From an optimization exercise on the open Yosys and OpenROAD flow, aimed at small area, a short achievable clock period and few clock cycles per item; shortcuts taken in it are not production practice.
At most, simulation tests tie the RTL to the original design; equivalence was not proved.
The RTL of runs 1 to 4 was laid out without a check of its function.
Power figures rest on the tool's default switching activity, not on a simulated workload.

## flow/flow/run.sh

```bash
#!/bin/bash
# Own layout flow: the standard synthesis and layout, with the timing
# repair after placement, clock tree synthesis and global routing aiming for
# more setup slack than the flow settings allow. The clock period and all
# constraints stay those of constraint.sdc. Each step's output goes to a log
# of its own in the work folder (ORFS also keeps its per-step logs under orfs/).
set -euo pipefail
MARGIN=${MARGIN:-9.5}
bash standard.sh synth > synth.log 2>&1
bash standard.sh finish SETUP_SLACK_MARGIN=$MARGIN > layout.log 2>&1
```

## flow/standard.sh

```bash
#!/bin/bash
# synth_recipe.tcl (not shown) runs the flow's synth.tcl, then flattens the netlist and writes it again
# the make line also repeats each setting of config.mk as NAME=value (left out here)
make -C /OpenROAD-flow-scripts/flow DESIGN_CONFIG=/design/flow/config.mk WORK_HOME=/design/flow/orfs CLKGATE_MAP_FILE= SYNTH_SCRIPT=/design/flow/synth_recipe.tcl "${@:-finish}"
```

## flow/config.mk

```make
export PLATFORM = sky130hd
export DESIGN_NAME = chord_mixer
export DESIGN_NICKNAME = chord_mixer
export VERILOG_FILES = /design/flow/design.v
export SDC_FILE = /design/flow/constraint.sdc
export NUM_CORES = 4
export LEC_CHECK = 0
export ABC_AREA = 1
export CAP_MARGIN = 20
export CORE_MARGIN = 2
export CORE_UTILIZATION = 40
export SLEW_MARGIN = 20
```

## flow/constraint.sdc

```tcl
create_clock -name core_clock -period 14.0 [get_ports {clk}]
set_input_delay 2.8000 -clock core_clock [delete_from_list [all_inputs] [get_ports {clk}]]
set_output_delay 2.8000 -clock core_clock [all_outputs]
set_load 0.01 [all_outputs]
```

## flow/design.v

```verilog
module mix_fadd_e (
    input  wire [7:0] e,
    output wire [7:0] E
);
    assign E = {e[7:1], e[0] | ~(|e)};
endmodule
module mix_fadd_o (
    input  wire [7:0]  Ea,
    input  wire [7:0]  Eb,
    output wire [13:0] o
);
    wire [8:0]  dab = {1'b0, Ea} - {1'b0, Eb};
    wire [7:0]  dba = Eb - Ea;
    wire        a_hi = ~dab[8];
    wire [7:0]  d    = a_hi ? dab[7:0] : dba;
    wire [4:0]  ds   = (|d[7:5]) ? 5'd31 : d[4:0];
    assign o = {a_hi, ds, a_hi ? Ea : Eb};
endmodule
module mix_fadd_a (
    input  wire [30:0] a,
    input  wire [30:0] b,
    input  wire [13:0] o,
    output wire [58:0] f         
);
    wire        a_hi = o[13];
    wire [4:0]  ds   = o[12:8];
    wire [7:0]  e_hi = o[7:0];
    wire        inf_in = (&a[30:23]) | (&b[30:23]);
    wire        na = |a[30:23];
    wire        nb = |b[30:23];
    wire [23:0] m_hi = a_hi ? {na, a[22:0]} : {nb, b[22:0]};
    wire [23:0] m_lo = a_hi ? {nb, b[22:0]} : {na, a[22:0]};
    wire [25:0] l0 = {m_lo, 2'b00};
    wire [25:0] l1 = ds[0] ? {1'b0,  l0[25:2],  l0[1]   | l0[0]} : l0;
    wire [25:0] l2 = ds[1] ? {2'b0,  l1[25:3],  |l1[2:0]}        : l1;
    wire [25:0] l3 = ds[2] ? {4'b0,  l2[25:5],  |l2[4:0]}        : l2;
    wire [25:0] l4 = ds[3] ? {8'b0,  l3[25:9],  |l3[8:0]}        : l3;
    wire [25:0] al = ds[4] ? {16'b0, l4[25:17], |l4[16:0]}       : l4;
    assign f = {inf_in, e_hi, m_hi, al};
endmodule
module mix_fadd_a3 (
    input  wire [30:0] a,
    input  wire [30:0] b,
    input  wire [13:0] o,
    output wire [60:0] g
);
    wire        a_hi = o[13];
    wire [4:0]  ds   = o[12:8];
    wire [7:0]  e_hi = o[7:0];
    wire        inf_in = (&a[30:23]) | (&b[30:23]);
    wire        na = |a[30:23];
    wire        nb = |b[30:23];
    wire [23:0] m_hi = a_hi ? {na, a[22:0]} : {nb, b[22:0]};
    wire [23:0] m_lo = a_hi ? {nb, b[22:0]} : {na, a[22:0]};
    wire [25:0] l0 = {m_lo, 2'b00};
    wire [25:0] l3 = ds[2] ? {4'b0,  l0[25:5],  |l0[4:0]}        : l0;
    wire [25:0] l4 = ds[3] ? {8'b0,  l3[25:9],  |l3[8:0]}        : l3;
    wire [25:0] al = ds[4] ? {16'b0, l4[25:17], |l4[16:0]}       : l4;
    assign g = {ds[1:0], inf_in, e_hi, m_hi, al};
endmodule
module mix_fadd_s (
    input  wire [60:0] g,
    output wire [58:0] f
);
    wire [1:0]  ds = g[60:59];
    wire [25:0] l0 = g[25:0];
    wire [25:0] l1 = ds[0] ? {1'b0,  l0[25:2],  l0[1]   | l0[0]} : l0;
    wire [25:0] al = ds[1] ? {2'b0,  l1[25:3],  |l1[2:0]}        : l1;
    assign f = {g[58:26], al};
endmodule
module mix_fadd_b (
    input  wire [58:0] f,
    output wire [30:0] y,
    output wire        up
);
    wire        inf_in = f[58];
    wire [7:0]  e_hi   = f[57:50];
    wire [23:0] m_hi   = f[49:26];
    wire [23:0] lo     = f[25:2];
    wire        G      = f[1];
    wire        S      = f[0];
    wire [23:0] p = m_hi ^ lo;
    wire [23:0] g = m_hi & lo;
    wire        rup_n = G & (S | p[0]);          
    wire        rup_c = p[0] & (G | S | p[1]);   
    wire        cn    = g[0] | (p[0] & rup_n);   
    wire        cc    = g[0] | rup_c;
    wire [23:1] gp, pp;
    mix_prefix u_pre (.g(g[23:1]), .p(p[23:1]), .G(gp), .P(pp));
    wire [24:1] kn = {gp | (pp & {23{cn}}), cn};
    wire [24:1] kc = {gp | (pp & {23{cc}}), cc};
    wire        co = gp[23] | (pp[23] & g[0]);    
    wire [24:0] sn = {kn[24], p[23:1] ^ kn[23:1], p[0] ^ rup_n};
    wire [23:1] sc = p[23:1] ^ kc[23:1];
    assign      up    = co | sn[24];
    wire [7:0]  e_up  = e_hi + 8'd1;
    wire [7:0]  field = up ? e_up : (sn[23] ? e_hi : 8'd0);
    wire [22:0] man   = co ? sc[23:1] : sn[22:0];
    wire        ov    = up & (&e_hi[7:1]);         
    assign y = (inf_in | ov) ? 31'h7F800000 : {field, man};
endmodule
module mix_prefix (
    input  wire [23:1] g,
    input  wire [23:1] p,
    output wire [23:1] G,
    output wire [23:1] P
);
    wire [22:0] gl [0:5];
    wire [22:0] pl [0:5];
    assign gl[0] = g;
    assign pl[0] = p;
    genvar k, i;
    generate
        for (k = 0; k < 5; k = k + 1) begin : gk
            for (i = 0; i < 23; i = i + 1) begin : gi
                if ((i >> k) & 1) begin : gc
                    localparam integer J = ((i >> k) << k) - 1;
                    assign gl[k+1][i] = gl[k][i] | (pl[k][i] & gl[k][J]);
                    assign pl[k+1][i] = pl[k][i] & pl[k][J];
                end else begin : gn
                    assign gl[k+1][i] = gl[k][i];
                    assign pl[k+1][i] = pl[k][i];
                end
            end
        end
    endgenerate
    assign G = gl[5];
    assign P = pl[5];
endmodule
module mix_fdiv (
    input  wire [30:0] x,
    input  wire [1:0]  n,
    output wire [30:0] y,
    output wire        rup
);
    wire [7:0]  ex = x[30:23];
    wire        nx = |ex;
    wire        e1 = (ex[7:1] == 7'd0);         
    wire [23:0] M  = {nx, x[22:0]};
    wire [7:0]  ex1 = ex - 8'd1;
    wire [7:0]  ex2 = ex - 8'd2;
    wire [30:0] h_pre = e1 ? {8'd0, M[23:1]} : {ex1, x[22:0]};
    wire        h_rup = e1 & M[0] & M[1];
    wire [1:0]  r;
    wire [22:0] q;
    mix_div3 u_d3 (.m(M), .q(q), .r(r));
    wire        f24 = r[1];             
    wire        f23 = r[0];             
    wire        f22 = r[1];
    wire        nz  = r[1] | r[0];
    wire        top = q[22];
    wire        nrm1 = ~e1;                         
    wire        nrm0 = ~e1 & (ex != 8'd2);          
    wire        normal = top ? nrm1 : nrm0;
    wire [22:0] al0 = q;
    wire [22:0] al1 = {q[21:0], f24};
    wire [22:0] al2 = {q[20:0], f24, f23};
    wire [22:0] t_man = normal ? (top ? al1 : al2) : (e1 ? al0 : al1);
    wire        t_g   = normal ? (top ? f23 : f22) : (e1 ? f24 : f23);
    wire [7:0]  t_exp = normal ? (top ? ex1 : ex2) : 8'd0;
    wire [30:0] t_pre = {t_exp, t_man};
    wire        t_rup = t_g & (nz | t_man[0]);
    wire        pass = n[0] & ~n[1] | (&ex);
    assign y   = pass ? x : (n[1] & ~n[0]) ? h_pre : t_pre;
    assign rup = ~pass & ((n[1] & ~n[0]) ? h_rup : t_rup);
endmodule
module mix_div3 (
    input  wire [23:0] m,
    output wire [22:0] q,
    output wire [1:0]  r
);
    function [1:0] add3;                
        input [1:0] a, b;
        begin
            case ({a, b})
                4'b0000, 4'b0110, 4'b1001: add3 = 2'd0;
                4'b0001, 4'b0100, 4'b1010: add3 = 2'd1;
                default:                   add3 = 2'd2;
            endcase
        end
    endfunction
    wire [1:0] s [0:4][0:11];
    genvar t, k;
    generate
        for (t = 0; t < 12; t = t + 1) begin : gp
            wire [1:0] p = m[2*t+1:2*t];
            assign s[0][t] = (p == 2'd3) ? 2'd0 : p;
        end
        for (k = 0; k < 4; k = k + 1) begin : gl
            for (t = 0; t < 12; t = t + 1) begin : gt
                localparam integer P = 11 - t;
                localparam integer Q = ((P >> k) << k) - 1;
                if ((P >> k) & 1)
                    assign s[k+1][t] = add3(s[k][11 - Q], s[k][t]);
                else
                    assign s[k+1][t] = s[k][t];
            end
        end
        for (t = 0; t < 12; t = t + 1) begin : gq
            wire [1:0] rin = (t == 11) ? 2'd0 : s[4][(t == 11) ? 11 : t + 1];
            wire [3:0] v   = {rin, m[2*t+1:2*t]};
            reg  [1:0] qd;
            always @(*) begin
                case (v)
                    4'd0, 4'd1, 4'd2:   qd = 2'd0;
                    4'd3, 4'd4, 4'd5:   qd = 2'd1;
                    4'd6, 4'd7, 4'd8:   qd = 2'd2;
                    default:            qd = 2'd3;
                endcase
            end
            if (t == 11) begin : gtop
                assign q[22] = qd[0];
            end else begin : glow
                assign q[2*t+1:2*t] = qd;
            end
        end
    endgenerate
    assign r = s[4][0];
endmodule
module mix_inc31 (
    input  wire [30:0] x,
    input  wire        c,
    output wire [30:0] y
);
    wire [30:0] a [0:5];
    assign a[0] = {x[29:0], c};         
    genvar k, i;
    generate
        for (k = 0; k < 5; k = k + 1) begin : gk
            for (i = 0; i < 31; i = i + 1) begin : gi
                if ((i >> k) & 1) begin : gc
                    localparam integer J = ((i >> k) << k) - 1;
                    assign a[k+1][i] = a[k][i] & a[k][J];
                end else begin : gn
                    assign a[k+1][i] = a[k][i];
                end
            end
        end
    endgenerate
    assign y = x ^ a[5];
endmodule
module chord_mixer (
    input  wire        clk,
    input  wire        rst,
    input  wire        in_valid,
    output wire        in_ready,
    input  wire [1:0]  in_n,
    input  wire [31:0] in_s0,
    input  wire [31:0] in_s1,
    input  wire [31:0] in_s2,
    output wire        out_valid,
    input  wire        out_ready,
    output wire [31:0] out_data
);
    reg         v0, v1, v2, v3, v4, v5;
    reg  [1:0]  n0, n1, n2, n3, n4;
    reg  [30:0] x0, x1, x2;          
    reg  [60:0] f1;                  
    reg  [30:0] y1;
    reg  [30:0] s01;                 
    reg  [30:0] y2;
    reg  [60:0] f3;                  
    reg  [30:0] sum;                 
    reg  [30:0] pre;                 
    reg         rup;
    reg         ov, sv;              
    reg  [30:0] od, sd;
    reg         rdy;                 
    wire        adv = ~sv;           
    wire [7:0]  E0, E1, E2, E3;
    wire [13:0] o1, o2;
    wire [60:0] f1_d;
    wire [58:0] f1s;
    wire [30:0] s01_d;
    wire        up1;
    mix_fadd_e  u_e0 (.e(x0[30:23]), .E(E0));
    mix_fadd_e  u_e1 (.e(x1[30:23]), .E(E1));
    mix_fadd_o  u_o1 (.Ea(E0), .Eb(E1), .o(o1));
    mix_fadd_a3 u_a1 (.a(x0), .b(x1), .o(o1), .g(f1_d));
    mix_fadd_s  u_s1 (.g(f1), .f(f1s));
    mix_fadd_b  u_b1 (.f(f1s), .y(s01_d), .up(up1));
    wire [60:0] f3_d;
    wire [58:0] f3s;
    wire [30:0] sum_d;
    wire        up2;
    mix_fadd_e  u_e2 (.e(s01[30:23]), .E(E2));
    mix_fadd_e  u_e3 (.e(y2[30:23]),  .E(E3));
    mix_fadd_o  u_o2 (.Ea(E2), .Eb(E3), .o(o2));
    mix_fadd_a3 u_a2 (.a(s01), .b(y2), .o(o2), .g(f3_d));
    mix_fadd_s  u_s2 (.g(f3), .f(f3s));
    mix_fadd_b  u_b2 (.f(f3s), .y(sum_d), .up(up2));
    wire [30:0] pre_d;
    wire        rup_d;
    mix_fdiv    u_d  (.x(sum), .n(n4), .y(pre_d), .rup(rup_d));
    wire [30:0] res;
    mix_inc31   u_i  (.x(pre), .c(rup), .y(res));
    wire        pop = ov & out_ready;
    wire        sv_d = adv ? (v5 & ov & ~pop) : (sv & ~pop);
    always @(posedge clk) begin
        if (adv) begin
            x0  <= in_s0[30:0];
            x1  <= in_n[1] ? in_s1[30:0] : 31'd0;
            x2  <= (in_n == 2'd3) ? in_s2[30:0] : 31'd0;
            n0  <= in_n;
            f1  <= f1_d;   y1 <= x2;  n1 <= n0;
            s01 <= s01_d;  y2 <= y1;  n2 <= n1;
            f3  <= f3_d;              n3 <= n2;
            sum <= sum_d;             n4 <= n3;
            pre <= pre_d;  rup <= rup_d;
            if (v5 & ov & ~pop)
                sd <= res;
            if (v5 & (~ov | pop))
                od <= res;
        end else if (pop) begin
            od <= sd;
        end
        if (rst) begin
            {v0, v1, v2, v3, v4, v5} <= 6'd0;
            ov  <= 1'b0;
            sv  <= 1'b0;
            rdy <= 1'b1;
        end else begin
            if (adv) begin
                {v0, v1, v2, v3, v4, v5} <= {in_valid, v0, v1, v2, v3, v4};
                ov <= v5 | (ov & ~pop);
            end
            sv  <= sv_d;
            rdy <= ~sv_d;
        end
    end
    assign in_ready  = rdy;
    assign out_valid = ov;
    assign out_data  = {1'b0, od};
endmodule
```

==> summary.txt, run 1 <==
The run finished with no timing, DRC or antenna violations. The required arrival time at the worst endpoint is 11.20 ns. The areal power density over the cells came out at 217 nW/µm². The post-route netlist has 7.42% of its cells at a drive strength greater than 1. The share of synthesized registers carrying an async set or reset came out at 0%. 136 I/O pins were placed. The total count of hold-check failures in the final report came out at 0. In this run the clock root is driven by a clkbuf_16.

Dividing the detail-routed wire length by the instance count gives 15.5 µm. The post-placement setup slack is 8.11 ns. The wire length of the first global-routing pass came out at 115 mm.

The H-tree was split into 2 levels. Setup repair after global routing could not meet its margin everywhere. The area occupied by registers came out at 13500 µm². The clock tree skew after final layout is 0.0338 ns. Counting every net in the synthesized netlist gives 3886. The leakage power came out at 0.0158 µW. The largest individual stage delay along the critical path comes from the cell clkdlybuf4s50_1.

For this block, the routed nets add up to 74.0 mm of wire. The HPWL after detailed placement is 50.9 mm. The deepest clock path buffer count came out at 3. The final-layout fill cell count is 7026. Entering global routing, the biggest net connects 122 pins.

STA classifies the critical path startpoint as a register. Once detail routing completed, the nets flagged for antenna violations numbered 0. Summed over its instances, the top area cell type makes up 45.4% of the synthesized netlist area. Once routing completed, OpenROAD measured the worst setup slack at 9.62 ns. The sort of element at the end of the critical path is a primary output.

The sequential share of the synthesized area is 46.1%. The initial core utilization came out at 40.3%. The global routing usage summed across all routing layers is 18.8%. The area of the core came out at 72700 µm². The class of the most critical setup path is reg2out. The number of buffers inserted for hold repair after clock tree synthesis came out at 0. Counting I/O delays and the setup requirement, the final critical path takes 4.38 ns. The routed via count came out at 24400. In this run the most critical hold path is launched from y1[17]. Along the worst path, the maximum fanout reaches 5. The congestion estimate from routability-driven global placement came to 0.880. The count of input and output buffers came out at 131. The area growth from synthesis to final layout came out at 16.9%. The number of antenna violations at the first check in global routing is 0. At the pin with the least slew margin, the transition time is 1.01 ns.

For this run, the leading register cell type out of synthesis is edfxtp_1. The synthesized netlist cell count is 3638. The timing-limited maximum frequency is 229 MHz. The leading area contributor after synthesis is edfxtp_1. The number of buffers inserted during clock tree synthesis is 51.

The count of final setup violators is 0. The clock tree from TritonCTS is done. For the final routed database, the setup TNS stands at 0 ns. The number of diodes added for antenna fixing came out at 0.

The detailed router finished its first iteration with 1682 violations. The per-cell via count in the routed design is 5.09. The post-layout instance area is 34200 µm². Counting every sink on the clock net gives 452.

The post-synthesis area per instance is 8.05 µm². The synthesis warning total came out at 4. The worst endpoint data arrival time came out at 1.58 ns.

The library cells used most frequently in the layout, excluding fill and tap cells, are nand2_1, edfxtp_1, inv_1. The full die area is 75400 µm². In this run the critical register-to-register path is launched from s01[26]. The tool flagged a number of max-cap violations equal to 0. The number of buffer and inverter instances along the worst setup path is 1. In this design, the largest share of critical-path delay is due to buffers and inverters. The remaining routing DRC violations came out at 0. The number of global-route vias before repair is 22100. The latest clock arrival within the worst-skew pair is 0.61 ns.

The clock transition at the register clock pins on the worst setup and hold paths after CTS is 0.06 ns. The count of state elements after synthesis is 452. The worst pin sits at a relative slew slack of 32.7%.

The distinct cell type count of the synthesized netlist came out at 65. Counting flops with a built-in enable in the synthesized netlist gives 443. Tracing the worst setup path back leads to its startpoint at ov.

The multi-input combinational cell area came out at 13900 µm². Walking the worst path, the cells encountered are clkdlybuf4s50_1. The count of TritonRoute iterations in the first routing pass came out at 6. Summing all placed instances gives a cell area of 31400 µm².

The critical path's largest stage delay is 0.57 ns. The post-layout net count came out at 4038. The site row count is 99. The min-delay analysis places its worst path in the category reg2reg. By area the synthesized netlist is led by edfxtp_1, nand2_1, ha_1, inv_1, o21ai_0. Leaving out fill and tap cells, the most frequent cell in the layout is nand2_1.

The share of the core filled with cells is 47.1%. The worst path uses 31.3% of the clock period. For this run the aggregate overflow at the end of global routing stands at 0.

The number of max-slew violations in the final report was 0. The cell area after synthesis came out at 29300 µm². IR analysis of the VDD net gives a maximum drop of 0.000139 V.

The floorplan die height is 275 µm. The die width came out at 275 µm.
==> flip-flops by register name (all words and copies together), names as in the netlist, 2 cells and up <==
name and cells:
sum 31, sd 31, y2 31, n2 2, n0 2, n4 2, y1 31, x2 31
x1 31, od 31, pre 31, s01 31, n1 2, f3 61, f1 61, x0 31
n3 2
==> layout make-up <==
cell class | count | share of cell area (%)
timing repair inverter | 2 | 0.0293
sequential | 452 | 39.4
inverter | 456 | 5.12
clock inverter | 28 | 0.965
timing repair buffer | 225 | 6.52
clock buffer | 62 | 3.97
multi-input combinational | 2602 | 40.5
tap | 959 | 3.51
==> through the flow <==
stage | cells | power (µW) | hold slack (ns)
floorplan | 3638 | 4850 | 0.400
global placement | 4616 | 5700 | 0.401
detailed placement | 4616 | 5740 | 0.405
CTS | 4731 | 7250 | 0.417
global route | 4786 | 8080 | 0.424
finish | 4786 | 7420 | 0.417
==> power breakdown <==
| part | internal [µW] | switching [µW] | total (µW) |
|---|---|---|---|
| registers | 1810 | 177 | 1990 |
| clock network | 804 | 555 | 1360 |
| logic | 1370 | 2700 | 4070 |
| total | 3990 | 3430 | 7420 |
==> Yosys cell counts, drive strengths merged, types with 8 or more instances <==
| library cell | number |
|---|---|
| xnor2 | 17 |
| nand3b | 10 |
| xor2 | 71 |
| nand2 | 1007 |
| edfxtp | 443 |
| a21oi | 197 |
| inv | 449 |
| fa | 10 |
| clkbuf | 78 |
| o22ai | 14 |
| dfxtp | 9 |
| nand4 | 46 |
| o211ai | 21 |
| nand3 | 257 |
| nor2 | 338 |
| o21bai | 11 |
| o21ai | 324 |
| or2 | 12 |
| nor3 | 29 |
| ha | 136 |
| buf | 58 |
| o31ai | 8 |
| mux2i | 25 |
==> kinds of logic (layout without fill, tap and decap cells) <==
kind of cell             after synthesis  in the layout  synth area share, %
other                                  1              1               0.0128
multiplexers                          25             25                0.855
AO/OA/AOI/OAI                        625            625                 11.7
flip-flops                           452            452                 46.1
XOR/XNOR                              88             88                 2.63
buffers and inverters                592            773                 7.92
adder cells (fa/ha/maj)              146            146                 6.50
AND/OR/NAND/NOR                     1709           1717                 24.4
==> final timing paths <==
kind | end | slack, ns | depth (start not counted)
worst min-delay path | y2[17] | 0.42 | 0
worst max-delay path | out_valid | 9.62 | 1
worst max register to register | f3[0] | 9.74 | 28
worst min register to register | y2[17] | 0.42 | 0
==> per-layer routing <==
metal / global-route usage (%) / routed length [µm] / vias up
li1: - / - / 12500
met1: 24.6 / 32700 / 11200
met2: 32.8 / 35900 / 632
met3: 2.17 / 3450 / 126
met4: 5.56 / 1980 / 0
met5: 0 / 0 / -
==> what timing repair did <==
| item | 4_1_cts | 5_1_grt |
|---|---|---|
| pin swaps | 9 | 8 |
| cloned | 6 | 9 |
| resized for setup | 40 | 54 |
| setup endpoints to repair | 126 | 117 |
| buffers inserted | 19 | 46 |
==> run 2: changes to the inputs <==
--- a/flow/design.v
+++ b/flow/design.v
@@ -17,26 +17,4 @@
     assign o = {a_hi, ds, a_hi ? Ea : Eb};
 endmodule
-module mix_fadd_a (
-    input  wire [30:0] a,
-    input  wire [30:0] b,
-    input  wire [13:0] o,
-    output wire [58:0] f         
-);
-    wire        a_hi = o[13];
-    wire [4:0]  ds   = o[12:8];
-    wire [7:0]  e_hi = o[7:0];
-    wire        inf_in = (&a[30:23]) | (&b[30:23]);
-    wire        na = |a[30:23];
-    wire        nb = |b[30:23];
-    wire [23:0] m_hi = a_hi ? {na, a[22:0]} : {nb, b[22:0]};
-    wire [23:0] m_lo = a_hi ? {nb, b[22:0]} : {na, a[22:0]};
-    wire [25:0] l0 = {m_lo, 2'b00};
-    wire [25:0] l1 = ds[0] ? {1'b0,  l0[25:2],  l0[1]   | l0[0]} : l0;
-    wire [25:0] l2 = ds[1] ? {2'b0,  l1[25:3],  |l1[2:0]}        : l1;
-    wire [25:0] l3 = ds[2] ? {4'b0,  l2[25:5],  |l2[4:0]}        : l2;
-    wire [25:0] l4 = ds[3] ? {8'b0,  l3[25:9],  |l3[8:0]}        : l3;
-    wire [25:0] al = ds[4] ? {16'b0, l4[25:17], |l4[16:0]}       : l4;
-    assign f = {inf_in, e_hi, m_hi, al};
-endmodule
 module mix_fadd_a3 (
     input  wire [30:0] a,
@@ -267,4 +245,5 @@
     reg  [30:0] od, sd;
     reg         rdy;                 
+    reg         ovn;                 
     wire        adv = ~sv;           
     wire [7:0]  E0, E1, E2, E3;
@@ -297,4 +276,5 @@
     wire        pop = ov & out_ready;
     wire        sv_d = adv ? (v5 & ov & ~pop) : (sv & ~pop);
+    wire        ov_d = adv ? (v5 | (ov & ~pop)) : ov;
     always @(posedge clk) begin
         if (adv) begin
@@ -320,9 +300,10 @@
             sv  <= 1'b0;
             rdy <= 1'b1;
+            ovn <= 1'b1;
         end else begin
-            if (adv) begin
+            if (adv)
                 {v0, v1, v2, v3, v4, v5} <= {in_valid, v0, v1, v2, v3, v4};
-                ov <= v5 | (ov & ~pop);
-            end
+            ov  <= ov_d;
+            ovn <= ~ov_d;
             sv  <= sv_d;
             rdy <= ~sv_d;
@@ -330,5 +311,5 @@
     end
     assign in_ready  = rdy;
-    assign out_valid = ov;
+    assign out_valid = ~ovn;
     assign out_data  = {1'b0, od};
 endmodule
==> summary.txt, run 2 <==
The area occupied by registers came out at 13500 µm² (about the same). The post-layout instance area is 33900 µm² (was 34200 µm²). The global routing usage summed across all routing layers is 18.7% (was 18.8%).

The routed via count came out at 23800 (was 24400). The startpoint of the most critical register-to-register path was x0[27] (was s01[26]). The global placer's final weighted congestion came out at 0.909 (was 0.880). The number of buffers inserted during clock tree synthesis came out at 51 (unchanged). The number of buffer and inverter instances along the worst setup path is 1 (unchanged). The count of state elements after synthesis is 453 (was 452). The count of input and output buffers is 131 (unchanged).

The remaining global-route overflow came out at 0 (unchanged). The remaining number of nets flagged by the antenna check after routing came out at 0 (unchanged). The post-synthesis area per instance came out at 8.20 µm² (was 8.05 µm²). The class of the most critical setup path is reg2out (unchanged). The share of the cycle needed by the critical path after routing is 30.4% (was 31.3%).

The clock tree from TritonCTS is done (unchanged). Biggest registers after layout: f1 x61, f3 x61 (unchanged). The half-perimeter wire length after detailed placement is 51.1 mm (was 50.9 mm). The nature of the critical path startpoint is a register (unchanged). Top library cells by usage in the layout, fill and taps aside: nand2_1, edfxtp_1, inv_1 (unchanged). The root cell of the clock tree is clkbuf_16 (unchanged). The areal power density over the cells came out at 227 nW/µm² (was 217 nW/µm²). The setup TNS came out at 0 ns (unchanged). The multi-input combinational cell area came out at 13800 µm² (was 13900 µm²). The count of TritonRoute iterations in the first routing pass came out at 8 (was 6). The most common library cell in the layout ignoring fill and taps is nand2_1 (unchanged). The synthesis warning total came out at 4 (unchanged). The most frequently used flop master after synthesis is edfxtp_1 (unchanged). The master of the slowest instance on the critical path is clkdlybuf4s50_1 (unchanged). The max-cap check violation count is 0 (unchanged). The highest ir drop seen on vdd came to 0.000162 V (was 0.000139 V).

Leading cell types by total area after synthesis: edfxtp_1, nand2_1, ha_1, inv_1, o21ai_0 (unchanged). The critical path capture point is out_data[2] (was out_valid). The class of the worst hold path is reg2reg (unchanged). The initial core utilization is 40.3% (about the same). The average wire per cell in the routed design came out at 15.4 µm (was 15.5 µm). The most instantiated library cell after synthesis was nand2_1 (unchanged). The latest clock arrival within the worst-skew pair is 0.61 ns (about the same). The cell area after synthesis is 29300 µm² (about the same). The number of antenna violations at the first check in global routing came out at 0 (unchanged).

The remaining routing DRC violations is 0 (unchanged). The final-layout fill cell count is 7085 (was 7026). The number of DRC violations after detailed-routing iteration 0 was 1909 (was 1682). Result of the run: finished clean (unchanged). The highest fanout seen on the critical path came out at 1 (was 5). The distinct cell type count of the synthesized netlist is 72 (was 65).

The depth of the worst register-to-register path is 29 (was 28). The area growth from synthesis to final layout is 15.6% (was 16.9%). The area of the core came out at 72700 µm² (unchanged). The timing-limited maximum frequency is 235 MHz (was 229 MHz). The sort of element at the end of the critical path is a primary output (unchanged). The worst slew slack as a fraction of its limit came to 31.4% (was 32.7%). The number of diodes added for antenna fixing came out at 0 (unchanged). The slew of the pin with the lowest slew margin is 1.03 ns (was 1.01 ns).

The full die area is 75500 µm² (was 75400 µm²). The family of cells with the greatest summed delay on the critical path was buffers and inverters (unchanged). The floorplan die height came out at 275 µm (about the same). The count of flip-flops with a built-in enable after synthesis was 443 (unchanged). The deepest clock path buffer count came out at 3 (unchanged). Setup repair after global routing missed its margin: no (was yes). The worst endpoint data arrival time came to 1.45 ns (was 1.58 ns).

The sequential share of the synthesized area is 46.0% (was 46.1%). The clock tree skew after final layout is 0.0453 ns (was 0.0338 ns). The per-cell via count in the routed design is 5.07 (was 5.09). The worst setup slack for register-to-register paths came out at 9.78 ns (was 9.74 ns).

The total number of clock tree sinks came out at 453 (was 452). The timing startpoint of the critical path was od[2] (was ov). The CTS H-tree depth came out at 2 (unchanged). The count of final setup violators came out at 0 (unchanged). The number of max-slew violations in the final report came to 0 (unchanged). The final routed wirelength across all metal layers came out at 72.3 mm (was 74.0 mm).

The worst hold path depth is 0 (unchanged). The number of nets produced by synthesis is 3823 (was 3886). The site row count came to 99 (unchanged). The maximum number of pins on one net before global-route repair is 118 (was 122). The share of the core filled with cells came to 46.6% (was 47.1%). The share of the synthesized area in the top cell type came out at 45.4% (about the same).

The die width is 275 µm (about the same). Synth top cells by count: nand2_1, edfxtp_1, inv_1, nor2_1, o21ai_0 (unchanged). The total count of hold-check failures in the final report is 0 (unchanged). The layout cell share with drive strength beyond 1 came to 7.55% (was 7.42%). The clock transition at the register clock pins on the worst setup and hold paths after CTS is 0.06 ns (about the same). The leakage power came out at 0.0156 µW (was 0.0158 µW). The post-layout net count came out at 3943 (was 4038). Worst path cell trace: clkdlybuf4s50_1 (unchanged). The placed instance area is 31400 µm² (about the same). The share of synthesized registers carrying an async set or reset came out at 0% (unchanged). The count of cell instances traversed by the critical path came to 1 (unchanged).

The number of global-route vias before repair came out at 21700 (was 22100). The endpoint of the worst register-to-register path was f1[0] (was f3[0]). The number of ports placed on the die boundary is 136 (unchanged). The required arrival time at the worst endpoint is 11.20 ns (about the same). The minimum period implied by the final worst setup slack is 4.25 ns (was 4.38 ns). The critical path's largest stage delay is 0.56 ns (was 0.57 ns). The wire length of the first global-routing pass is 114 mm (was 115 mm). The synthesized netlist cell count was 3575 (was 3638). The leading area contributor after synthesis is edfxtp_1 (unchanged).
==> run 2: area by class of cell <==
| type | instances | area share, % |
|---|---|---|
| timing repair buffer | 197 | 5.75 |
| clock buffer | 60 | 3.93 |
| multi-input combinational | 2525 | 40.7 |
| sequential | 453 | 39.8 |
| timing repair inverter | 1 | 0.0148 |
| clock inverter | 33 | 0.952 |
| tap | 959 | 3.54 |
| inverter | 466 | 5.30 |
==> run 2: what timing repair did <==
item | 4_1_cts | 5_1_grt
setup endpoints to repair | 122 | 200
hold buffers | 0 | 0
setup buffers | 8 | 33
gates cloned | 6 | 4
pin swaps | 4 | 12
resized for setup | 26 | 58
==> run 2: worst min path at each step <==
stage	start	slack [ns]	endpoint
after CTS	y1[3]	0.41	y2[3]
after floorplan	n0[0]	0.40	n1[0]
after global placement	x2[20]	0.40	y1[20]
final	y1[20]	0.41	y2[20]
after global routing	y1[3]	0.42	y2[3]
after detailed placement	n0[1]	0.40	n1[1]
==> run 2: power breakdown <==
group / leakage [µW] / switching, µW / internal (µW)
Sequential: 0.00502 / 180 / 1830
Combinational: 0.00973 / 2870 / 1500
Clock: 0.000806 / 543 / 787
Total: 0.0156 / 3590 / 4110
==> run 2: kinds of logic after synthesis <==
family	share of synthesized area, %
buffers and inverters	8.21
DFF	46.0
other	0.0128
muxes	0.888
AOI/OAI and AO/OA	12.5
xor gates and xnor gates	2.93
adders and majority gates	6.49
and+or+nand+nor	23.0
==> run 2: per-stage QoR <==
step / setup WS (ns) / power, µW / instances / hold slack, ns
after floorplan: 9.77 / 5130 / 3575 / 0.400
after global placement: 8.53 / 6000 / 4549 / 0.401
after detailed placement: 8.53 / 6050 / 4550 / 0.405
after CTS: 9.50 / 7520 / 4657 / 0.412
after global routing: 9.44 / 8370 / 4694 / 0.417
final: 9.75 / 7710 / 4694 / 0.411
==> run 2: layer usage <==
layer / up-vias / global-route usage (%) / wire [µm]
met5: - / 0 / 0
met1: 10900 / 25.0 / 32400
met2: 617 / 31.9 / 34500
met3: 116 / 2.02 / 3480
met4: 0 / 5.56 / 1950
li1: 12200 / - / -
==> run 3: changes to the inputs <==
--- a/flow/config.mk
+++ b/flow/config.mk
@@ -6,5 +6,5 @@
 export NUM_CORES = 4
 export LEC_CHECK = 0
-export ABC_AREA = 1
+export ABC_AREA = 0
 export CAP_MARGIN = 20
 export CORE_MARGIN = 2
==> summary.txt, run 3 <==
The count of flip-flops with a built-in enable after synthesis came to 443 (unchanged). The post-layout net count is 3218 (was 3943). The highest fanout seen on the critical path came to 4 (was 1). The placed instance area came to 30800 µm² (was 31400 µm²). The number of global-route vias before repair is 21900 (was 21700). The minimum period implied by the final worst setup slack was 5.20 ns (was 4.25 ns). The worst setup slack for register-to-register paths is 8.80 ns (was 9.78 ns). The global routing usage summed across all routing layers came out at 20.7% (was 18.7%).

The most instantiated library cell after synthesis is edfxtp_1 (was nand2_1). The count of final setup violators was 0 (unchanged). The clock transition at the register clock pins on the worst setup and hold paths after CTS is 0.06 ns (about the same).

The worst slew slack as a fraction of its limit is 30.4% (was 31.4%). The per-cell via count in the routed design is 5.76 (was 5.07). The count of TritonRoute iterations in the first routing pass is 6 (was 8). The clock tree skew after final layout is 0.0332 ns (was 0.0453 ns).

Synth top cells by count: edfxtp_1, nand2_1, nor2_1, a21oi_1, ha_1 (was nand2_1, edfxtp_1, inv_1, nor2_1, o21ai_0). The timing-limited maximum frequency is 192 MHz (was 235 MHz). The post-synthesis area per instance was 10.5 µm² (was 8.20 µm²). The final routed wirelength across all metal layers is 79.5 mm (was 72.3 mm). The startpoint of the tightest hold check path is y1[13] (was y1[20]). The areal power density over the cells came out at 192 nW/µm² (was 227 nW/µm²).

The distinct cell type count of the synthesized netlist came to 96 (was 72). The site row count is 97 (was 99). The sort of element at the end of the critical path is a register (was primary output). The startpoint of the most critical register-to-register path is y2[27] (was x0[27]).

The sequential share of the synthesized area came to 47.4% (was 46.0%). The number of ports placed on the die boundary is 136 (unchanged). Top library cells by usage in the layout, fill and taps aside: edfxtp_1, nand2_1, nor2_1 (was nand2_1, edfxtp_1, inv_1). The number of buffers inserted during clock tree synthesis is 50 (was 51). The count of input and output buffers was 131 (unchanged).

The remaining number of nets flagged by the antenna check after routing is 0 (unchanged). The share of the cycle needed by the critical path after routing came out at 37.1% (was 30.4%). The number of antenna violations at the first check in global routing is 3 (was 0). Result of the run: finished clean (unchanged). The number of diodes added for antenna fixing was 0 (unchanged). The area of the core is 70300 µm² (was 72700 µm²). The latest clock arrival within the worst-skew pair is 0.62 ns (was 0.61 ns).

The total count of hold-check failures in the final report came out at 0 (unchanged). The leakage power was 0.0146 µW (was 0.0156 µW). The final-layout fill cell count is 6183 (was 7085).

The layout cell share with drive strength beyond 1 came to 19.0% (was 7.55%). The leading area contributor after synthesis is edfxtp_1 (unchanged). The root cell of the clock tree is clkbuf_16 (unchanged).

The routed via count came to 22700 (was 23800). The area growth from synthesis to final layout came out at 24.2% (was 15.6%). The share of synthesized registers carrying an async set or reset is 0% (unchanged). The number of DRC violations after detailed-routing iteration 0 came out at 1777 (was 1909). The total number of clock tree sinks came out at 453 (unchanged). The die width came out at 271 µm (was 275 µm).

The wire length of the first global-routing pass came out at 122 mm (was 114 mm). Setup repair after global routing missed its margin: yes (was no). The timing startpoint of the critical path was y2[27] (was od[2]). The max-cap check violation count was 0 (unchanged). The nature of the critical path startpoint was a register (unchanged). The deepest clock path buffer count came out at 3 (unchanged). The average wire per cell in the routed design is 20.1 µm (was 15.4 µm). The global placer's final weighted congestion came out at 0.912 (was 0.909).

The post-layout instance area is 35400 µm² (was 33900 µm²). The number of nets produced by synthesis came to 2965 (was 3823). The cell area after synthesis is 28500 µm² (was 29300 µm²). The number of buffers inserted for hold repair after clock tree synthesis came out at 0 (unchanged).

The class of the most critical setup path was reg2reg (was reg2out). The worst endpoint data arrival time was 5.56 ns (was 1.45 ns). Leading cell types by total area after synthesis: edfxtp_1, ha_1, nand2_1, mux2i_1, a21oi_1 (was edfxtp_1, nand2_1, ha_1, inv_1, o21ai_0). The clock tree from TritonCTS is done (unchanged). The floorplan die height is 271 µm (was 275 µm). The class of the worst hold path is reg2reg (unchanged). The full die area is 73300 µm² (was 75500 µm²). The CTS H-tree depth came out at 2 (unchanged). The synthesis warning total came out at 4 (unchanged). The share of the synthesized area in the top cell type is 46.7% (was 45.4%). The highest ir drop seen on vdd came out at 0.000148 V (was 0.000162 V). The setup TNS came to 0 ns (unchanged). The initial core utilization is 40.5% (was 40.3%). The slew of the pin with the lowest slew margin is 1.04 ns (was 1.03 ns). The most common library cell in the layout ignoring fill and taps is edfxtp_1 (was nand2_1).

The area occupied by registers came out at 13500 µm² (unchanged). The multi-input combinational cell area is 15500 µm² (was 13800 µm²). The worst hold margin came out at 0.417 ns (was 0.411 ns). Biggest registers after layout: f1 x61, f3 x61 (unchanged). The most frequently used flop master after synthesis is edfxtp_1 (unchanged). The maximum number of pins on one net before global-route repair came out at 105 (was 118). The synthesized netlist cell count came out at 2717 (was 3575). The remaining global-route overflow is 0 (unchanged). The number of max-slew violations in the final report came to 0 (unchanged). The count of state elements after synthesis is 453 (unchanged).

The required arrival time at the worst endpoint came out at 14.36 ns (was 11.20 ns). The remaining routing DRC violations was 0 (unchanged). The half-perimeter wire length after detailed placement is 53.4 mm (was 51.1 mm).
==> run 3: cell count changes after synthesis, sizes merged, moves of 47 or more <==
| cell | before | now |
|---|---|---|
| nand3 | 237 | 55 |
| nor2 | 334 | 231 |
| xnor2 | 16 | 76 |
| mux2i | 26 | 119 |
| inv | 462 | 114 |
| o21ai | 325 | 112 |
| mux2 | 0 | 47 |
| nand2 | 926 | 335 |
| and3 | 1 | 59 |
==> run 3: worst max-delay path: stages (launching register included) <==
cell	delay (ns)
edfxtp_1	0.47
or4_4	0.56
nor2_4	0.14
nor2_2	0.06
inv_2	0.06
ha_4	0.13
fa_2	0.20
and3b_2	0.25
o21ai_4	0.17
buf_12	0.13
nand2_8	0.06
mux2_4	0.37
or4_4	0.47
a211oi_4	0.33
o21ai_2	0.11
buf_6	0.15
o2bb2ai_2	0.13
a221oi_2	0.07
or4b_1	0.55
o31a_1	0.25
a311o_1	0.29
==> run 3: per-layer routing <==
layer	GRT usage, %	up-vias	wire length [µm]
met2	36.2	761	39600
met4	6.86	4	2550
met3	3.14	181	4260
met1	26.2	11100	33000
li1	-	10700	-
met5	0	-	27
==> run 3: cell families (layout without fill, tap and decap cells) <==
logic type      Yosys count  count (layout)  synth area share (%)
fa+ha+maj               146             146                  6.68
flops                   453             453                  47.4
simple gates            916             925                  15.1
xor+xnor                122             122                  3.80
compound gates          630             634                  14.6
buf+inv                 245             525                  3.31
mux                     204             204                  9.05
other cells               1               1                0.0132
==> run 3: final cells by class <==
class	instances	share of cell area [%]
Clock buffer	57	3.64
Clock inverter	35	1.25
Inverter	114	1.23
Multi-Input combinational cell	2032	43.7
Sequential cell	453	38.2
Tap cell	940	3.32
Timing Repair Buffer	319	8.67
==> run 3: final timing paths <==
| path | end | cells past startpoint |
|---|---|---|
| setup reg to reg | f3[0] | 20 |
| setup / recovery | f3[0] | 20 |
| hold / removal | y2[13] | 0 |
| hold reg to reg | y2[13] | 0 |
==> run 3: through the flow <==
step           utilization, %  cells  power (µW)  setup WS, ns
2_1_floorplan               -   2717        3950          9.06
5_1_grt                  50.3   3950        7190          8.66
4_1_cts                  48.8   3896        6380          8.78
3_3_place_gp             43.8   3684        4590          7.55
3_5_place_dp             43.8   3684        4660          7.50
6_report                 50.3   3950        6780          8.80
==> run 3: where the power goes <==
group / switching (µW) / internal (µW)
combinational: 1980 / 1490
sequential: 184 / 1750
clock: 572 / 801
==> run 3: what timing repair did <==
action | 4_1_cts | 5_1_grt
cloned | 15 | 4
gates resized for setup | 160 | 129
endpoints found under the setup margin | 136 | 129
buffers inserted | 105 | 48
pin swaps | 48 | 60
==> run 4: changes to the inputs <==
--- a/flow/config.mk
+++ b/flow/config.mk
@@ -6,7 +6,8 @@
 export NUM_CORES = 4
 export LEC_CHECK = 0
-export ABC_AREA = 0
+export ABC_AREA = 1
 export CAP_MARGIN = 20
 export CORE_MARGIN = 2
 export CORE_UTILIZATION = 40
+export CTS_BUF_LIST = sky130_fd_sc_hd__clkbuf_8
 export SLEW_MARGIN = 20
==> summary.txt, run 4 <==
Result of the run: finished clean (unchanged). The leakage power is 0.0156 µW (was 0.0146 µW). The layout cell share with drive strength beyond 1 came out at 8.25% (was 19.0%).

The setup TNS came out at 0 ns (unchanged). The clock tree from TritonCTS is done (unchanged). The highest ir drop seen on vdd is 0.000189 V (was 0.000148 V).

The worst endpoint data arrival time came out at 1.54 ns (was 5.56 ns). The placed instance area is 31400 µm² (was 30800 µm²). The count of input and output buffers is 131 (unchanged). The startpoint of the tightest hold check path is y1[15] (was y1[13]).

The minimum period implied by the final worst setup slack came to 4.34 ns (was 5.20 ns). The slew of the pin with the lowest slew margin is 1.01 ns (was 1.04 ns). The area of the core is 72700 µm² (was 70300 µm²).

The wire length of the first global-routing pass is 114 mm (was 122 mm). The number of nets produced by synthesis is 3823 (was 2965). The area growth from synthesis to final layout is 15.2% (was 24.2%).

The final non-filler cell total came out at 4742 (was 3950). The global placer's final weighted congestion is 0.909 (was 0.912). The clock tree skew after final layout came out at 0.0466 ns (was 0.0332 ns). The final routed wirelength across all metal layers came out at 72.9 mm (was 79.5 mm). The worst setup slack for register-to-register paths is 9.76 ns (was 8.80 ns). The internal power contribution is 3970 µW (was 4040 µW). The sort of element at the end of the critical path is a primary output (was register). The half-perimeter wire length after detailed placement came out at 51.1 mm (was 53.4 mm). The class of the worst hold path was reg2reg (unchanged). The synthesized netlist cell count came out at 3575 (was 2717).

The remaining routing DRC violations is 0 (unchanged). The sequential share of power came out at 26.5% (was 28.5%). The initial core utilization is 40.3% (was 40.5%).

The average wire per cell in the routed design is 15.4 µm (was 20.1 µm). The net switching power of the design is 3620 µW (was 2740 µW). The number of DRC violations after detailed-routing iteration 0 came out at 1826 (was 1777). The max-cap check violation count is 0 (unchanged). The number of instances in the placed design was 4550 (was 3684). The number of max-slew violations in the final report is 0 (unchanged). The sum of met3 wire segment lengths after detailed routing is 3.70 mm (was 4.26 mm).

The post-layout total power came out at 7590 µW (was 6780 µW). The number of buffers inserted during clock tree synthesis is 81 (was 50). Top library cells by usage in the layout, fill and taps aside: nand2_1, inv_1, edfxtp_1 (was edfxtp_1, nand2_1, nor2_1). The nature of the critical path startpoint is a register (unchanged). The distinct cell type count of the synthesized netlist came out at 72 (was 96). The wire length on met1 is 32.6 mm (was 33.0 mm). The share of the cycle needed by the critical path after routing is 31.0% (was 37.1%). The count of cell instances traversed by the critical path is 1 (was 20). The areal power density over the cells is 225 nW/µm² (was 192 nW/µm²).

The fraction of power consumed by the clock network came to 15.9% (was 20.3%). The synthesis warning total is 4 (unchanged). The number of antenna violations at the first check in global routing was 1 (was 3). Leading cell types by total area after synthesis: edfxtp_1, nand2_1, ha_1, inv_1, o21ai_0 (was edfxtp_1, ha_1, nand2_1, mux2i_1, a21oi_1). The sequential share of the synthesized area was 46.0% (was 47.4%). The worst hold path endpoint is y2[15] (was y2[13]). The net switching fraction of the power was 47.6% (was 40.4%). The count of flip-flops with a built-in enable after synthesis is 443 (unchanged). The count of TritonRoute iterations in the first routing pass came out at 8 (was 6).

The deepest clock path buffer count is 3 (unchanged). The highest fanout seen on the critical path is 1 (was 4). The number of buffers inserted for hold repair after clock tree synthesis is 0 (unchanged). The number of buffer and inverter instances along the worst setup path came out at 1 (was 3). The depth of the worst register-to-register path came out at 12 (was 20). The post-synthesis area per instance came out at 8.20 µm² (was 10.5 µm²). The post-layout instance area was 33800 µm² (was 35400 µm²). The routed via count is 23900 (was 22700).

The number of global-route vias before repair is 21900 (about the same). The master of the slowest instance on the critical path is clkdlybuf4s50_1 (was or4_4). The per-cell via count in the routed design came to 5.04 (was 5.76).

The clock transition at the register clock pins on the worst setup and hold paths after CTS came out at 0.06 ns (about the same). The top layer reached by signal wires is met4 (was met5). The root cell of the clock tree is clkbuf_8 (was clkbuf_16).

The share of synthesized registers carrying an async set or reset came out at 0% (unchanged). Synth top cells by count: nand2_1, edfxtp_1, inv_1, nor2_1, o21ai_0 (was edfxtp_1, nand2_1, nor2_1, a21oi_1, ha_1). The most instantiated library cell after synthesis is nand2_1 (was edfxtp_1). The class of the most critical setup path was reg2out (was reg2reg). The die width came to 275 µm (was 271 µm). The startpoint of the most critical register-to-register path is f1[60] (was y2[27]). The CTS H-tree depth is 3 (was 2). The amount of wire on met2 after detailed routing came to 34.6 mm (was 39.6 mm). The combinational share of power was 57.6% (was 51.2%). The most frequently used flop master after synthesis is edfxtp_1 (unchanged). The post-layout net count was 3973 (was 3218). The remaining global-route overflow is 0 (unchanged). Worst path cell trace: clkdlybuf4s50_1 (was or4_4 > nor2_4 > nor2_2 > inv_2 > ha_4 > fa_2 > and3b_2 > o21ai_4 > buf_12 > nand2_8 > mux2_4 > or4_4 > a211oi_4 > o21ai_2 > buf_6 > o2bb2ai_2 > a221oi_2 > or4b_1 > o31a_1 > a311o_1). The count of state elements after synthesis is 453 (unchanged).

The count of final setup violators is 0 (unchanged). The family of cells with the greatest summed delay on the critical path is buffers and inverters (was simple AND/OR/NAND/NOR gates). The floorplan die height came to 275 µm (was 271 µm). The maximum number of pins on one net before global-route repair came out at 118 (was 105).

The number of ports placed on the die boundary came out at 136 (unchanged). The total number of clock tree sinks is 453 (unchanged). The latest clock arrival within the worst-skew pair was 0.67 ns (was 0.62 ns). The remaining number of nets flagged by the antenna check after routing came out at 0 (unchanged). The timing-limited maximum frequency came out at 231 MHz (was 192 MHz). The endpoint of the worst register-to-register path is s01[26] (was f3[0]). The total count of hold-check failures in the final report is 0 (unchanged). The global routing usage summed across all routing layers was 18.9% (was 20.7%). The worst hold path depth was 0 (unchanged). The most common library cell in the layout ignoring fill and taps is nand2_1 (was edfxtp_1). The share of the synthesized area in the top cell type is 45.4% (was 46.7%). The site row count is 99 (was 97). The leading area contributor after synthesis is edfxtp_1 (unchanged). The worst hold margin came to 0.414 ns (was 0.417 ns). The final-layout fill cell count is 7134 (was 6183). Setup repair after global routing missed its margin: yes (unchanged). The cell area after synthesis is 29300 µm² (was 28500 µm²). Biggest registers after layout: f1 x61, f3 x61 (unchanged). The full die area came out at 75500 µm² (was 73300 µm²). The required arrival time at the worst endpoint is 11.20 ns (was 14.36 ns).

The worst slew slack as a fraction of its limit is 32.5% (was 30.4%). The critical path's largest stage delay came to 0.53 ns (was 0.56 ns).
-- run 4: cell count changes in the layout (fill, tap and decap cells not counted), sizes merged, moves of 36 or more --
| cell | before | now |
|---|---|---|
| xnor2 | 76 | 16 |
| o21ai | 112 | 325 |
| mux2 | 47 | 0 |
| nand2 | 339 | 929 |
| nor2 | 232 | 335 |
| mux2i | 119 | 26 |
| xor2 | 46 | 82 |
| buf | 180 | 63 |
| inv | 120 | 489 |
| mux4 | 38 | 0 |
| nand3 | 55 | 242 |
| and2 | 46 | 1 |
| and3 | 59 | 1 |
-- run 4: worst max-delay path by stage --
| stage | from | endpoint | slack [ns] |
|---|---|---|---|
| 2_1_floorplan | out_ready | sd[0] | 9.77 |
| 3_3_place_gp | f1[60] | s01[14] | 8.53 |
| 3_5_place_dp | f1[60] | s01[14] | 8.53 |
| 4_1_cts | sum[24] | pre[2] | 9.50 |
| 5_1_grt | sum[24] | pre[2] | 9.46 |
| 6_report | od[12] | out_data[12] | 9.66 |
-- run 4: repair_timing --
item                       4_1_cts  5_1_grt
cloned                           6        6
setup endpoints to repair      122      199
pin swaps                        4       13
gates resized for setup         26       61
setup buffers                    7       32
-- run 4: cell type report --
cell class / instances / area, µm² / share of cell area (%)
inverter: 466 / 1790 / 5.30
antenna: 1 / 2.50 / 0.00740
timing repair buffer: 195 / 1920 / 5.68
multi-input combinational: 2527 / 13800 / 40.9
clock buffer: 83 / 1140 / 3.38
timing repair inverter: 1 / 5.00 / 0.0148
clock inverter: 57 / 408 / 1.21
tap: 959 / 1200 / 3.55
sequential: 453 / 13500 / 40.0
-- run 4: cell families after synthesis --
logic type	synth area share (%)
xor+xnor	2.93
flops	46.0
buf+inv	8.21
simple gates	23.0
compound gates	12.5
other cells	0.0128
fa+ha+maj	6.49
mux	0.888
-- run 4: metrics by stage --
stage,worst slack [ns],util (%)
floorplan,9.77,-
global placement,8.53,43.2
detailed placement,8.53,43.2
CTS,9.50,45.7
global route,9.46,46.5
finish,9.66,46.5
-- run 4: power by group through the flow --
stage               clock [µW]  combinational, µW  sequential [µW]
finish                    1210               4380             2010
global route              1300               4920             2040
CTS                       1250               4130             2010
detailed placement           0               4010             2040
global placement             0               3970             2030
floorplan                    0               3170             1950
-- run 4: layer usage --
layer	vias to the layer above	track usage [%]
met1	10900	24.8
met4	0	6.12
met5	-	0
met2	631	31.7
met3	124	2.95
li1	12200	-
==> run 5: changes to the inputs <==
--- a/flow/design.v
+++ b/flow/design.v
@@ -231,5 +231,6 @@
     output wire [31:0] out_data
 );
-    reg         v0, v1, v2, v3, v4, v5;
+    reg         v0, v1, v2, v3, v4, v5;      
+    reg         t0, t1, t2, t3, t4, t5;      
     reg  [1:0]  n0, n1, n2, n3, n4;
     reg  [30:0] x0, x1, x2;          
@@ -242,9 +243,10 @@
     reg  [30:0] pre;                 
     reg         rup;
-    reg         ov, sv;              
-    reg  [30:0] od, sd;
+    reg         ov, ovn;             
+    reg  [30:0] od;
+    reg         sv, st;              
+    reg  [30:0] sd;
+    reg         hd;                  
     reg         rdy;                 
-    reg         ovn;                 
-    wire        adv = ~sv;           
     wire [7:0]  E0, E1, E2, E3;
     wire [13:0] o1, o2;
@@ -274,38 +276,39 @@
     wire [30:0] res;
     mix_inc31   u_i  (.x(pre), .c(rup), .y(res));
-    wire        pop = ov & out_ready;
-    wire        sv_d = adv ? (v5 & ov & ~pop) : (sv & ~pop);
-    wire        ov_d = adv ? (v5 | (ov & ~pop)) : ov;
+    wire        pop   = ov & out_ready;
+    wire        take  = v5 & (~ov | pop) & (~hd | t5);
+    wire        again = v5 & ~take;
+    wire        ov_d  = take | (ov & ~pop);
+    wire        hd_d  = again | (hd & ~(take & t5));
+    wire        acc   = in_valid & rdy;
     always @(posedge clk) begin
-        if (adv) begin
-            x0  <= in_s0[30:0];
-            x1  <= in_n[1] ? in_s1[30:0] : 31'd0;
-            x2  <= (in_n == 2'd3) ? in_s2[30:0] : 31'd0;
-            n0  <= in_n;
-            f1  <= f1_d;   y1 <= x2;  n1 <= n0;
-            s01 <= s01_d;  y2 <= y1;  n2 <= n1;
-            f3  <= f3_d;              n3 <= n2;
-            sum <= sum_d;             n4 <= n3;
-            pre <= pre_d;  rup <= rup_d;
-            if (v5 & ov & ~pop)
-                sd <= res;
-            if (v5 & (~ov | pop))
-                od <= res;
-        end else if (pop) begin
-            od <= sd;
-        end
+        x0  <= sv ? sd : in_s0[30:0];
+        x1  <= (~sv & in_n[1]) ? in_s1[30:0] : 31'd0;
+        x2  <= (~sv & (in_n == 2'd3)) ? in_s2[30:0] : 31'd0;
+        n0  <= sv ? 2'd1 : in_n;
+        f1  <= f1_d;   y1 <= x2;  n1 <= n0;
+        s01 <= s01_d;  y2 <= y1;  n2 <= n1;
+        f3  <= f3_d;              n3 <= n2;
+        sum <= sum_d;             n4 <= n3;
+        pre <= pre_d;  rup <= rup_d;
+        sd  <= res;
+        {t0, t1, t2, t3, t4, t5} <= {sv & st, t0, t1, t2, t3, t4};
+        st  <= again & (~hd | t5);
+        if (take)
+            od <= res;
         if (rst) begin
             {v0, v1, v2, v3, v4, v5} <= 6'd0;
             ov  <= 1'b0;
+            ovn <= 1'b1;
             sv  <= 1'b0;
+            hd  <= 1'b0;
             rdy <= 1'b1;
-            ovn <= 1'b1;
         end else begin
-            if (adv)
-                {v0, v1, v2, v3, v4, v5} <= {in_valid, v0, v1, v2, v3, v4};
+            {v0, v1, v2, v3, v4, v5} <= {sv | acc, v0, v1, v2, v3, v4};
             ov  <= ov_d;
             ovn <= ~ov_d;
-            sv  <= sv_d;
-            rdy <= ~sv_d;
+            sv  <= again;
+            hd  <= hd_d;
+            rdy <= ~again & ~hd_d;
         end
     end
--- a/flow/flow/run.sh
+++ b/flow/flow/run.sh
@@ -6,5 +6,5 @@
 # of its own in the work folder (ORFS also keeps its per-step logs under orfs/).
 set -euo pipefail
-MARGIN=${MARGIN:-9.5}
+MARGIN=${MARGIN:-9.7}
 bash standard.sh synth > synth.log 2>&1
 bash standard.sh finish SETUP_SLACK_MARGIN=$MARGIN > layout.log 2>&1
--- a/flow/config.mk
+++ b/flow/config.mk
@@ -10,4 +10,3 @@
 export CORE_MARGIN = 2
 export CORE_UTILIZATION = 40
-export CTS_BUF_LIST = sky130_fd_sc_hd__clkbuf_8
 export SLEW_MARGIN = 20
==> summary.txt, run 5 <==
The master of the slowest instance on the critical path is clkdlybuf4s50_1 (unchanged). The critical path capture point is out_data[10] (was out_data[12]). The highest fanout seen on the critical path came to 1 (unchanged). The wire length of the first global-routing pass is 114 mm (about the same). The most frequently used flop master after synthesis is dfxtp_1 (was edfxtp_1). The required arrival time at the worst endpoint is 11.20 ns (about the same). The post-synthesis area per instance was 7.09 µm² (was 8.20 µm²). The synthesized netlist cell count is 3577 (was 3575).

The layout cell share with drive strength beyond 1 came out at 6.66% (was 8.25%). The share of the cycle needed by the critical path after routing came out at 30.6% (was 31.0%). The number of nets produced by synthesis came out at 3825 (was 3823). The leading area contributor after synthesis is dfxtp_1 (was edfxtp_1). The share of the core filled with cells came out at 47.0% (was 46.5%). The average wire per cell in the routed design came out at 16.1 µm (was 15.4 µm). Synth top cells by count: nand2_1, inv_1, dfxtp_1, nor2_1, o21ai_0 (was nand2_1, edfxtp_1, inv_1, nor2_1, o21ai_0). The per-cell via count in the routed design is 4.98 (was 5.04). The slew of the pin with the lowest slew margin came out at 0.995 ns (was 1.01 ns). The count of TritonRoute iterations in the first routing pass came out at 6 (was 8).

The final-layout fill cell count came out at 6481 (was 7134). The share of the synthesized area in the top cell type is 33.9% (was 45.4%). The distinct cell type count of the synthesized netlist is 64 (was 72). The area growth from synthesis to final layout came out at 16.3% (was 15.2%). The number of max-slew violations in the final report came out at 0 (unchanged). The highest ir drop seen on vdd came to 0.000205 V (was 0.000189 V). The synthesis warning total came out at 4 (unchanged). The remaining routing DRC violations came out at 0 (unchanged). The timing startpoint of the critical path was od[10] (was od[12]). The nature of the critical path startpoint is a register (unchanged). The CTS H-tree depth came out at 2 (was 3). The full die area came out at 65500 µm² (was 75500 µm²). The sequential share of the synthesized area was 37.6% (was 46.0%). Worst path cell trace: clkdlybuf4s50_1 (unchanged). The sort of element at the end of the critical path is a primary output (unchanged). The final routed wirelength across all metal layers was 73.3 mm (was 72.9 mm). The clock tree from TritonCTS is done (unchanged). The timing-limited maximum frequency came to 234 MHz (was 231 MHz). The remaining number of nets flagged by the antenna check after routing is 0 (unchanged).

The total count of hold-check failures in the final report is 0 (unchanged). The leakage power is 0.0141 µW (was 0.0156 µW). The number of global-route vias before repair came out at 20900 (was 21900). The worst slew slack as a fraction of its limit is 33.2% (was 32.5%). The class of the most critical setup path is reg2out (unchanged).

The most common library cell in the layout ignoring fill and taps is nand2_1 (unchanged). The post-layout total power is 7250 µW (was 7590 µW). The count of flip-flops with a built-in enable after synthesis is 31 (was 443). The initial core utilization is 40.4% (was 40.3%). The cell area after synthesis came out at 25400 µm² (was 29300 µm²).

The area occupied by registers came out at 9540 µm² (was 13500 µm²). The number of diodes added for antenna fixing is 0 (was 1). The worst setup slack for register-to-register paths is 9.80 ns (was 9.76 ns).

The areal power density over the cells is 246 nW/µm² (was 225 nW/µm²). The max-cap check violation count came out at 0 (unchanged). The endpoint of the worst register-to-register path is f1[0] (was s01[26]). The total number of clock tree sinks was 461 (was 453). The routed via count is 22700 (was 23900).

The maximum number of pins on one net before global-route repair was 73 (was 118). The count of cell instances traversed by the critical path came out at 1 (unchanged). The startpoint of the most critical register-to-register path is x0[24] (was f1[60]). The deepest clock path buffer count came out at 3 (unchanged). The clock tree skew after final layout was 0.0218 ns (was 0.0466 ns). The share of synthesized registers carrying an async set or reset is 0% (unchanged). The multi-input combinational cell area is 13700 µm² (was 13800 µm²). The class of the worst hold path is reg2reg (unchanged). The floorplan die height came out at 256 µm (was 275 µm). The number of DRC violations after detailed-routing iteration 0 came out at 2073 (was 1826). Setup repair after global routing missed its margin: yes (unchanged). The post-layout net count is 3915 (was 3973). The count of input and output buffers is 131 (unchanged). The worst hold margin came to 0.323 ns (was 0.414 ns). The worst hold path depth is 0 (unchanged). The setup TNS came out at 0 ns (unchanged).

The minimum period implied by the final worst setup slack is 4.28 ns (was 4.34 ns). Result of the run: finished clean (unchanged). The family of cells with the greatest summed delay on the critical path was buffers and inverters (unchanged). The final non-filler cell total came out at 4552 (was 4742). The depth of the worst register-to-register path came out at 23 (was 12).

The worst endpoint data arrival time came out at 1.48 ns (was 1.54 ns). The half-perimeter wire length after detailed placement is 54.0 mm (was 51.1 mm). The number of buffers inserted during clock tree synthesis came out at 48 (was 81). Biggest registers after layout: f1 x61, f3 x61 (unchanged). The root cell of the clock tree is clkbuf_16 (was clkbuf_8). The most instantiated library cell after synthesis is nand2_1 (unchanged).

The global placer's final weighted congestion is 0.910 (was 0.909). The count of final setup violators is 0 (unchanged). The remaining global-route overflow came out at 0 (unchanged).

The number of instances in the placed design is 4430 (was 4550). The die width was 256 µm (was 275 µm). Top library cells by usage in the layout, fill and taps aside: nand2_1, inv_1, dfxtp_1 (was nand2_1, inv_1, edfxtp_1). The critical path's largest stage delay is 0.54 ns (was 0.53 ns).

Leading cell types by total area after synthesis: dfxtp_1, nand2_1, ha_1, inv_1, o21ai_0 (was edfxtp_1, nand2_1, ha_1, inv_1, o21ai_0). The number of antenna violations at the first check in global routing came to 2 (was 1). The number of buffer and inverter instances along the worst setup path is 1 (unchanged). The site row count is 92 (was 99).

The area of the core is 62900 µm² (was 72700 µm²). The number of ports placed on the die boundary is 136 (unchanged). The count of state elements after synthesis was 461 (was 453). The clock transition at the register clock pins on the worst setup and hold paths after CTS is 0.06 ns (about the same). The global routing usage summed across all routing layers came to 21.8% (was 18.9%). The latest clock arrival within the worst-skew pair came out at 0.60 ns (was 0.67 ns).
[run 5: layout make-up]
class,instances,area share (%)
clock buffers,56,4.38
clock inverters,33,1.40
inverters,447,5.81
multi-input cells,2531,46.5
flip-flops and latches,461,32.3
well taps,846,3.59
repair buffers,174,5.92
repair inverters,4,0.0848
[run 5: where the power goes]
group	switching, µW	total (µW)	internal, µW
logic	2710	4050	1340
registers	224	1830	1610
clock network	575	1360	788
total	3510	7250	3740
[run 5: timing repair]
action                                  4_1_cts  5_1_grt
pin swaps                                     3       14
hold buffers                                  0        0
hold endpoints to repair                      0        0
endpoints found under the setup margin      122      144
cloned                                        6        6
setup buffers                                 6       15
resized for setup                            44       56
[run 5: metal layers]
metal | wire, µm | track usage [%]
met1 | 35600 | 31.2
met3 | 4720 | 3.55
met4 | 1970 | 6.66
met5 | 27 | 0
met2 | 31000 | 33.5
[run 5: worst min-delay path by stage]
stage,from,endpoint,slack (ns)
after floorplan,n0[0],n1[0],0.31
after global placement,n0[1],n1[1],0.31
after detailed placement,n3[0],n4[0],0.31
after CTS,y1[24],y2[24],0.33
after global routing,n3[0],n4[0],0.33
final,x2[19],y1[19],0.32
[run 5: logic make-up (layout without fill, tap and decap cells)]
group                    after synthesis  count (layout)  synth area share, %
AO/OA/AOI/OAI                        588             588                 12.8
XOR/XNOR                             113             113                 3.90
adder cells (fa/ha/maj)              146             146                 7.49
buffers and inverters                591             714                 9.28
flip-flops                           461             461                 37.6
multiplexers                          30              30                 1.18
other                                  1               1               0.0148
AND/OR/NAND/NOR                     1647            1653                 27.8
[run 5: stage by stage]
step           setup slack [ns]  cell area, µm²
2_1_floorplan              9.77           25400
3_3_place_gp               8.64           27200
3_5_place_dp               8.69           27200
4_1_cts                    9.61           29100
5_1_grt                    9.39           29500
6_report                   9.72           29500
Testbench counts of run 5, summed over its fixed seeds: cycles 16,056, items 16,000.

port drivers added, routing unchanged:
Ports are ideal in the flow. The routed layouts listed here were re-timed in OpenROAD.
Step 1 sets driving cells, clkbuf_16 on the clock port and buf_2 on the other inputs (assumed; they add their load-dependent delay and slew).
Step 2 adds t to the input delays and takes it off the output delays; t is the mean of the earliest and latest rising clock arrival at the registers after step 1. Input paths then give back, and output paths get back, about the clock's delay inside the block.
Slacks: ideal / step 1 / step 2; pairs: ideal / step 1.
run	t, ns	slack for setup (ns)	cell pins on the clock port's net
run 1	0.657	9.624 / 9.564 / 9.611	1
run 2	0.653	9.749 / 9.689 / 9.562	1
run 3	0.672	8.803 / 8.803 / 8.803	1
run 4	0.715	9.665 / 9.606 / 9.534	1
run 5	0.658	9.721 / 9.653 / 9.588	1
After both steps every run listed still meets setup and hold. The setup slack of run 2, which loses most, moves by -0.060 ns with the drivers and by -0.187 ns with both steps.
